Source: an optimization exercise on an open RTL-to-GDS flow (aim: small area, a short achievable clock period and few clock cycles per item). Production flows keep margins and buffers that such runs may drop. Function was checked by simulation only, so behaviour that the tests miss may differ from the original.

## gps_codec
module gps_codec (
    input  wire        clk,
    input  wire        rst,
    input  wire        in_valid,
    output wire        in_ready,
    input  wire        fix,
    input  wire [7:0]  num_sat,
    input  wire [31:0] lat,
    input  wire [31:0] lon,
    input  wire [15:0] speed,
    input  wire [31:0] alt,
    input  wire [15:0] dist_home,
    input  wire [15:0] dir_home,
    output reg         out_valid,
    input  wire        out_ready,
    output wire [15:0] speed_kmh,
    output wire        lat_south,
    output wire [15:0] lat_degmin,
    output wire [15:0] lat_sec,
    output wire        lon_west,
    output wire [15:0] lon_degmin,
    output wire [15:0] lon_sec,
    output wire [15:0] dist_out,
    output wire [15:0] alt_out,
    output wire [7:0]  num_sat_out,
    output wire [7:0]  fix_char,
    output wire [7:0]  dir_out
);
  reg [4:0] lat_r;
  reg [14:0] lat_x;
  reg [9:0] lat_r6;
  reg [2:0] lat_mh;
  reg [0:0] lat_h;
  reg [4:0] lon_r;
  reg [14:0] lon_x;
  reg [9:0] lon_r6;
  reg [2:0] lon_mh;
  reg [0:0] lon_h;
  reg [9:0] spd_q;
  reg [15:0] alt_r;
  reg [15:0] dist_r;
  reg [7:0] sat_r;
  reg [7:0] dir_r;
  reg [0:0] fix_r;
  wire n1 = lat[31] & lat[0];
  wire n2 = lat[1] ^ n1;
  wire n3 = lat[0] | lat[1];
  wire n4 = lat[31] & n3;
  wire n5 = lat[2] ^ n4;
  wire n6 = n3 | lat[2];
  wire n7 = lat[31] & n6;
  wire n8 = lat[3] ^ n7;
  wire n9 = n6 | lat[3];
  wire n10 = lat[31] & n9;
  wire n11 = lat[4] ^ n10;
  wire n12 = n9 | lat[4];
  wire n13 = lat[31] & n12;
  wire n14 = lat[5] ^ n13;
  wire n15 = n12 | lat[5];
  wire n16 = lat[31] & n15;
  wire n17 = lat[6] ^ n16;
  wire n18 = n15 | lat[6];
  wire n19 = lat[31] & n18;
  wire n20 = lat[7] ^ n19;
  wire n21 = n18 | lat[7];
  wire n22 = lat[31] & n21;
  wire n23 = lat[8] ^ n22;
  wire n24 = n21 | lat[8];
  wire n25 = lat[31] & n24;
  wire n26 = lat[9] ^ n25;
  wire n27 = n24 | lat[9];
  ...
export LEC_CHECK = 0
export ABC_AREA = 1
export CAP_MARGIN = 20
export CORE_MARGIN = 2
export CORE_UTILIZATION = 80
export CTS_BUF_LIST = sky130_fd_sc_hd__clkbuf_4 sky130_fd_sc_hd__clkbuf_8
export PLACE_DENSITY = 0.88
export SLEW_MARGIN = 20
create_clock -name core_clock -period 120.0 [get_ports {clk}]
standard.sh (not shown) runs the stock make flow with config.mk's settings and CLKGATE_MAP_FILE= SYNTH_SCRIPT=/design/flow/synth_recipe.tcl, a recipe that flattens the netlist after the stock synthesis.
==> flow/flow/run.sh <==
#!/bin/bash
# The standard layout with these changes:
#  - synthesis skips ORFS's full/half-adder extraction and maps with
#    flow/abc_area.script instead of ORFS's abc script (everything else in
#    synth_recipe.tcl and ORFS's synth.tcl is unchanged: synth -nofsm -noshare,
#    flatten, the same renames);
#  - each port is buffered with the smallest buffer cell.
# Each tool's output goes to a log of its own here and under orfs/logs.
set -euo pipefail
HERE=$(pwd)
sed -e "s#^\( *\)log_cmd abc {\*}\$abc_args#\1set abc_args [lreplace \$abc_args 1 1 $HERE/flow/abc_area.script]\n\1log_cmd abc {*}\$abc_args#" \
    -e '/# Technology mapping of adders/,/# Technology mapping of latches/{/# Technology mapping of latches/!d}' \
    "$FLOW_HOME/scripts/synth.tcl" > "$HERE/synth_custom.tcl"
grep -q "abc_area.script" "$HERE/synth_custom.tcl"
! grep -q "extract_fa" "$HERE/synth_custom.tcl"
sed "s#source \$::env(SCRIPTS_DIR)/synth.tcl#source $HERE/synth_custom.tcl#" synth_recipe.tcl > "$HERE/synth_recipe_custom.tcl"
grep -q "synth_custom.tcl" "$HERE/synth_recipe_custom.tcl"
sed "s#SYNTH_SCRIPT=[^ ]*#SYNTH_SCRIPT=$HERE/synth_recipe_custom.tcl#" standard.sh > "$HERE/standard_custom.sh"
grep -q "synth_recipe_custom.tcl" "$HERE/standard_custom.sh"
bash "$HERE/standard_custom.sh" BUFFER_PORTS_ARGS="-buffer_cell sky130_fd_sc_hd__buf_1" finish > make_finish.log 2>&1
==> flow/flow/abc_area.script <==
strash; &get -n; &fraig -x; &put; scorr; dc2; strash; dch -f; amap; topo; stime -c; dnsize -c
The starting point finished with timing, DRC and antenna clean.
Testbench counts at the start, summed over its fixed seeds: cycles 8,008, items 8,000.
==> next run, changes <==
--- a/flow/flow/run.sh
+++ b/flow/flow/run.sh
@@ -7 +7,2 @@
-#  - each port is buffered with the smallest buffer cell.
+#  - each port is buffered with the smallest buffer cell;
+#  - clock tree synthesis clusters up to 64 registers per buffer.
@@ -20 +21 @@
-bash "$HERE/standard_custom.sh" BUFFER_PORTS_ARGS="-buffer_cell sky130_fd_sc_hd__buf_1" finish > make_finish.log 2>&1
+bash "$HERE/standard_custom.sh" BUFFER_PORTS_ARGS="-buffer_cell sky130_fd_sc_hd__buf_1" CTS_ARGS="-sink_clustering_enable -repair_clock_nets -sink_clustering_size 64 -sink_clustering_max_diameter 400 -buf_list sky130_fd_sc_hd__clkbuf_16" finish > make_finish.log 2>&1
- CORE_UTILIZATION: 80 -> 65
- PLACE_DENSITY: 0.88 -> 0.75
What happened: Non-clock buffer count stays the same; worst hold slack loses 0.0052 ns; fmax rose by 1.6%; setup slack improved by 0.77 ns.


gps_codec again, from the RTL that the note above started with.
clock: 120.0 ns
lec_check: 0
abc_area: 1
cap_margin: 0
core_margin: 2
core_utilization: 65
cts_buf_list: sky130_fd_sc_hd__clkbuf_4 sky130_fd_sc_hd__clkbuf_8
place_density: 0.75
slew_margin: 0
==> flow/flow/run.sh <==
#!/bin/bash
# The standard layout with these changes:
#  - synthesis skips ORFS's full/half-adder extraction and maps with
#    flow/abc_area.script instead of ORFS's abc script (everything else in
#    synth_recipe.tcl and ORFS's synth.tcl is unchanged: synth -nofsm -noshare,
#    flatten, the same renames);
#  - each port is buffered with the smallest buffer cell; after global
#    placement, smallest buffers and inverters that drive more than eight
#    loads are upsized (flow/post_gpl.tcl).
# Each tool's output goes to a log of its own here and under orfs/logs.
set -euo pipefail
HERE=$(pwd)
sed -e "s#^\( *\)log_cmd abc {\*}\$abc_args#\1set abc_args [lreplace \$abc_args 1 1 $HERE/flow/abc_area.script]\n\1log_cmd abc {*}\$abc_args#" \
    -e '/# Technology mapping of adders/,/# Technology mapping of latches/{/# Technology mapping of latches/!d}' \
    "$FLOW_HOME/scripts/synth.tcl" > "$HERE/synth_custom.tcl"
grep -q "abc_area.script" "$HERE/synth_custom.tcl"
! grep -q "extract_fa" "$HERE/synth_custom.tcl"
sed "s#source \$::env(SCRIPTS_DIR)/synth.tcl#source $HERE/synth_custom.tcl#" synth_recipe.tcl > "$HERE/synth_recipe_custom.tcl"
grep -q "synth_custom.tcl" "$HERE/synth_recipe_custom.tcl"
sed "s#SYNTH_SCRIPT=[^ ]*#SYNTH_SCRIPT=$HERE/synth_recipe_custom.tcl#" standard.sh > "$HERE/standard_custom.sh"
grep -q "synth_recipe_custom.tcl" "$HERE/standard_custom.sh"
bash "$HERE/standard_custom.sh" BUFFER_PORTS_ARGS="-buffer_cell sky130_fd_sc_hd__buf_1" POST_GLOBAL_PLACE_TCL="$HERE/flow/post_gpl.tcl" finish > make_finish.log 2>&1
==> flow/flow/post_gpl.tcl <==
# After port buffering and global placement: a buffer or inverter of the
# smallest size that drives many loads (such as a sign bit) is upsized.
foreach inst [get_cells *] {
  set master [get_property $inst ref_name]
  if { ![regexp {^sky130_fd_sc_hd__(buf|inv|clkinv)_1$} $master -> kind] } { continue }
  set opin [get_pins -of_objects $inst -filter "direction == output"]
  set net [get_nets -of_objects $opin]
  set fo [llength [get_pins -of_objects $net -filter "direction == input"]]
  if { $fo > 8 } {
    set new [expr { $kind eq "buf" ? "sky130_fd_sc_hd__buf_4" : "sky130_fd_sc_hd__inv_4" }]
    puts "[get_full_name $inst] ($master): fanout $fo, $new"
    replace_cell $inst $new
  }
}

# The path from out_ready to in_ready has only a few cells between two
# ports; give each cell on it (port buffers included) the next drive strength.
proc upsize_one { inst } {
  set master [get_property $inst ref_name]
  if { [regexp {^(sky130_fd_sc_hd__[a-z0-9]+)_([0-9]+)$} $master -> base size] } {
    set new "${base}_[expr { $size * 2 }]"
    if { [llength [get_lib_cells -quiet */$new]] > 0 } {
      puts "[get_full_name $inst] ($master): $new"
      replace_cell $inst $new
    }
  }
}
set pin [get_pins -of_objects [get_nets in_ready] -filter "direction == output"]
for { set i 0 } { $i < 4 && [llength $pin] == 1 } { incr i } {
  set inst [get_cells -of_objects $pin]
  upsize_one $inst
  set next {}
  foreach p [get_pins -of_objects $inst -filter "direction == input"] {
    set drv [get_pins -quiet -of_objects [get_nets -of_objects $p] -filter "direction == output"]
    if { [llength $drv] == 1 } { lappend next $drv }
  }
  # follow the single driven input, or the one from a port buffer
  if { [llength $next] > 1 } {
    set pb {}
    foreach d $next {
      if { [string match input* [get_full_name [get_cells -of_objects $d]]] } { lappend pb $d }
    }
    set next $pb
  }
  set pin [expr { [llength $next] == 1 ? [lindex $next 0] : {} }]
}
Scripts as last shown in full above: flow/flow/abc_area.script
The baseline completed with no timing, DRC or antenna violations.
Testbench counts at the start, summed over its fixed seeds: cycles 8,008, items 8,000.
Next try:
==> flow/flow/post_gpl.tcl (replaced) <==
# After port buffering and global placement: a buffer or inverter of the
# smallest size that drives many loads (such as a sign bit) is upsized.
foreach inst [get_cells *] {
  set master [get_property $inst ref_name]
  if { ![regexp {^sky130_fd_sc_hd__(buf|inv|clkinv)_1$} $master -> kind] } { continue }
  set opin [get_pins -of_objects $inst -filter "direction == output"]
  set net [get_nets -of_objects $opin]
  set fo [llength [get_pins -of_objects $net -filter "direction == input"]]
  if { $fo > 8 } {
    set new [expr { $kind eq "buf" ? "sky130_fd_sc_hd__buf_4" : "sky130_fd_sc_hd__inv_4" }]
    puts "[get_full_name $inst] ($master): fanout $fo, $new"
    replace_cell $inst $new
  }
}
--- a/flow/config.mk
+++ b/flow/config.mk
@@ -8,3 +8,3 @@
 export ABC_AREA = 1
-export CAP_MARGIN = 0
+export CAP_MARGIN = 20
 export CORE_MARGIN = 2
@@ -13,2 +13,2 @@
 export PLACE_DENSITY = 0.75
-export SLEW_MARGIN = 0
+export SLEW_MARGIN = 20
Result:
- The new run completed without violations
- non-clock buffer count stays the same
- via count stays flat
- synthesized area is unchanged
Next try:
--- a/flow/flow/post_gpl.tcl
+++ b/flow/flow/post_gpl.tcl
@@ -14 +14,33 @@
 }
+
+# The path from out_ready to in_ready has only a few cells between two
+# ports; give each cell on it (port buffers included) the next drive strength.
+proc upsize_one { inst } {
+  set master [get_property $inst ref_name]
+  if { [regexp {^(sky130_fd_sc_hd__[a-z0-9]+)_([0-9]+)$} $master -> base size] } {
+    set new "${base}_[expr { $size * 2 }]"
+    if { [llength [get_lib_cells -quiet */$new]] > 0 } {
+      puts "[get_full_name $inst] ($master): $new"
+      replace_cell $inst $new
+    }
+  }
+}
+set pin [get_pins -of_objects [get_nets in_ready] -filter "direction == output"]
+for { set i 0 } { $i < 4 && [llength $pin] == 1 } { incr i } {
+  set inst [get_cells -of_objects $pin]
+  upsize_one $inst
+  set next {}
+  foreach p [get_pins -of_objects $inst -filter "direction == input"] {
+    set drv [get_pins -quiet -of_objects [get_nets -of_objects $p] -filter "direction == output"]
+    if { [llength $drv] == 1 } { lappend next $drv }
+  }
+  # follow the single driven input, or the one from a port buffer
+  if { [llength $next] > 1 } {
+    set pb {}
+    foreach d $next {
+      if { [string match input* [get_full_name [get_cells -of_objects $d]]] } { lappend pb $d }
+    }
+    set next $pb
+  }
+  set pin [expr { [llength $next] == 1 ? [lindex $next 0] : {} }]
+}
After rerunning: Synthesized cell count stays the same; synthesized area stays the same; flip-flop and latch count stays the same.
Next try:
--- a/flow/flow/run.sh
+++ b/flow/flow/run.sh
@@ -8,3 +8,5 @@
 #    placement, smallest buffers and inverters that drive more than eight
-#    loads are upsized (flow/post_gpl.tcl).
+#    loads are upsized (flow/post_gpl.tcl);
+#  - the setup repair after CTS and global routing works on every path
+#    with less than 71.8 ns of slack.
 # Each tool's output goes to a log of its own here and under orfs/logs.
@@ -21,2 +23,2 @@
 grep -q "synth_recipe_custom.tcl" "$HERE/standard_custom.sh"
-bash "$HERE/standard_custom.sh" BUFFER_PORTS_ARGS="-buffer_cell sky130_fd_sc_hd__buf_1" POST_GLOBAL_PLACE_TCL="$HERE/flow/post_gpl.tcl" finish > make_finish.log 2>&1
+bash "$HERE/standard_custom.sh" BUFFER_PORTS_ARGS="-buffer_cell sky130_fd_sc_hd__buf_1" POST_GLOBAL_PLACE_TCL="$HERE/flow/post_gpl.tcl" SETUP_SLACK_MARGIN=71.8 finish > make_finish.log 2>&1
What happened: The new run ran to the end with no violations. First-iteration DRC count rose by 9.3%. Final area rose by 1.3%. Maximum frequency barely changes. Die area stays the same.
Next try:
--- a/flow/flow/run.sh
+++ b/flow/flow/run.sh
@@ -8,5 +8,3 @@
 #    placement, smallest buffers and inverters that drive more than eight
-#    loads are upsized (flow/post_gpl.tcl);
-#  - the setup repair after CTS and global routing works on every path
-#    with less than 71.8 ns of slack.
+#    loads are upsized (flow/post_gpl.tcl).
 # Each tool's output goes to a log of its own here and under orfs/logs.
@@ -23,2 +21,2 @@
 grep -q "synth_recipe_custom.tcl" "$HERE/standard_custom.sh"
-bash "$HERE/standard_custom.sh" BUFFER_PORTS_ARGS="-buffer_cell sky130_fd_sc_hd__buf_1" POST_GLOBAL_PLACE_TCL="$HERE/flow/post_gpl.tcl" SETUP_SLACK_MARGIN=71.8 finish > make_finish.log 2>&1
+bash "$HERE/standard_custom.sh" BUFFER_PORTS_ARGS="-buffer_cell sky130_fd_sc_hd__buf_1" POST_GLOBAL_PLACE_TCL="$HERE/flow/post_gpl.tcl" finish > make_finish.log 2>&1
--- a/flow/flow/post_gpl.tcl
+++ b/flow/flow/post_gpl.tcl
@@ -27,3 +27,3 @@
 }
-set pin [get_pins -of_objects [get_nets in_ready] -filter "direction == output"]
+set pin [get_pins -of_objects [get_nets -of_objects [get_ports in_ready]] -filter "direction == output"]
 for { set i 0 } { $i < 4 && [llength $pin] == 1 } { incr i } {
@@ -31,16 +31,13 @@
   upsize_one $inst
-  set next {}
-  foreach p [get_pins -of_objects $inst -filter "direction == input"] {
+  set ins [get_pins -of_objects $inst -filter "direction == input"]
+  set pin {}
+  foreach p $ins {
     set drv [get_pins -quiet -of_objects [get_nets -of_objects $p] -filter "direction == output"]
-    if { [llength $drv] == 1 } { lappend next $drv }
+    if { [llength $drv] == 1 } {
+      set net [get_nets -of_objects $p]
+      if { [llength [get_ports -quiet -of_objects $net]] == 0 } { set pin $drv }
+    } else {
+      # input port buffer's driver is the port itself: stop there
+    }
   }
-  # follow the single driven input, or the one from a port buffer
-  if { [llength $next] > 1 } {
-    set pb {}
-    foreach d $next {
-      if { [string match input* [get_full_name [get_cells -of_objects $d]]] } { lappend pb $d }
-    }
-    set next $pb
-  }
-  set pin [expr { [llength $next] == 1 ? [lindex $next 0] : {} }]
 }
With this change the flow did not get past 3_3_place_gp.
Synthesized cell count does not change.
Synthesized area stays the same.


Another version of the RTL of gps_codec (not shown whole).
Size: roughly 130 flip-flops, roughly 300 I/O pins, about 22,000 um2 of cells after synthesis.
// gps_codec
module gps_codec (
    input  wire        clk,
    input  wire        rst,
    input  wire        in_valid,
    output wire        in_ready,
    input  wire        fix,
    input  wire [7:0]  num_sat,
    input  wire [31:0] lat,
    input  wire [31:0] lon,
    input  wire [15:0] speed,
    input  wire [31:0] alt,
    input  wire [15:0] dist_home,
    input  wire [15:0] dir_home,
    output reg         out_valid,
    input  wire        out_ready,
    output wire [15:0] speed_kmh,
    output wire        lat_south,
    output wire [15:0] lat_degmin,
    output wire [15:0] lat_sec,
    output wire        lon_west,
    output wire [15:0] lon_degmin,
    output wire [15:0] lon_sec,
    output wire [15:0] dist_out,
    output wire [15:0] alt_out,
    output wire [7:0]  num_sat_out,
    output wire [7:0]  fix_char,
    output wire [7:0]  dir_out
);
  reg [11:0] lat_qh;
  reg [4:0] lat_r;
  reg [14:0] lat_x;
  reg [0:0] lat_h;
  reg [11:0] lon_qh;
  reg [4:0] lon_r;
  reg [14:0] lon_x;
  reg [0:0] lon_h;
  reg [9:0] spd_q;
  reg [15:0] alt_q;
  reg [0:0] alt_s;
  reg [15:0] dist_r;
  reg [7:0] sat_r;
  reg [7:0] dir_r;
  reg [0:0] fix_r;
  wire n1 = lat[31] & lat[0];
  wire n2 = lat[1] ^ n1;
  wire n3 = lat[0] | lat[1];
  wire n4 = lat[31] & n3;
  wire n5 = lat[2] ^ n4;
  wire n6 = n3 | lat[2];
  wire n7 = lat[31] & n6;
  wire n8 = lat[3] ^ n7;
  wire n9 = n6 | lat[3];
  wire n10 = lat[31] & n9;
  ...
Settings: LEC_CHECK=0, ABC_AREA=1, CAP_MARGIN=20, CORE_MARGIN=2, CORE_UTILIZATION=40, SLEW_MARGIN=20; clock period 120.0 ns.
==> flow/flow/run.sh <==
#!/bin/bash
# Standard ORFS layout, with each port buffered by the smallest buffer cell.
set -euo pipefail
bash standard.sh BUFFER_PORTS_ARGS="-buffer_cell sky130_fd_sc_hd__buf_1" finish > make_finish.log 2>&1
Testbench counts at the start, summed over its fixed seeds: cycles 8,008, items 8,000.
Next try:
==> flow/run.sh (new file) <==
#!/bin/bash
# synth_recipe.tcl (not shown) runs the flow's synth.tcl, then flattens the netlist and writes it again
# the make line also repeats each setting of config.mk as NAME=value (left out here)
make -C /OpenROAD-flow-scripts/flow DESIGN_CONFIG=/design/flow/config.mk WORK_HOME=/design/flow/orfs CLKGATE_MAP_FILE= SYNTH_SCRIPT=/design/flow/synth_recipe.tcl finish
removed: flow/flow/run.sh
removed: flow/standard.sh
Result: Routed wire length increases by 3.4%; critical path depth stays the same; non-clock buffer count decreases by 1.

-- static timing again, ports no longer ideal --
The results above use ideal ports. As a check the final layouts listed here were re-extracted and re-timed, cells and wires unchanged.
Step 1 (the two cells are an assumption about what drives the block):
set clk [get_ports {clk}]
set_driving_cell -lib_cell sky130_fd_sc_hd__clkbuf_16 $clk
set_driving_cell -lib_cell sky130_fd_sc_hd__buf_2 [delete_from_list [all_inputs] $clk]
Step 2 adds t to the input delays and takes it off the output delays; t is the mean of the earliest and latest rising clock arrival at the registers after step 1. Input paths then give back, and output paths get back, about the clock's delay inside the block.
Slacks: ideal / step 1 / step 2; pairs: ideal / step 1.
| run | t (ns) | slack for setup (ns) | clock arrival spread, ns | cell pins on the clock port's net |
|---|---|---|---|---|
| the first run of note 1 | 0.507 | 70.664 / 70.677 / 70.170 | 0.023 / 0.022 | 1 |
| the second run of note 1 | 0.496 | 71.433 / 71.414 / 71.327 | 0.014 / 0.015 | 1 |
| the first run of note 2 | 0.530 | 71.444 / 71.425 / 71.425 | 0.018 / 0.018 | 1 |
| the second run of note 2 | 0.518 | 71.430 / 71.410 / 71.410 | 0.018 / 0.018 | 1 |
| the third run of note 2 | 0.530 | 71.444 / 71.425 / 71.425 | 0.018 / 0.018 | 1 |
| the fourth run of note 2 | 0.528 | 71.566 / 71.532 / 71.532 | 0.019 / 0.019 | 1 |
| the first run of note 3 | 0.489 | 71.582 / 71.562 / 71.562 | 0.012 / 0.012 | 1 |
| the second run of note 3 | 0.514 | 70.832 / 70.806 / 70.806 | 0.016 / 0.016 | 1 |
After both steps every run listed still meets setup and hold. For the first run of note 1, which loses most, drivers alone change the setup slack by +0.013 ns; drivers and shift together by -0.494 ns.
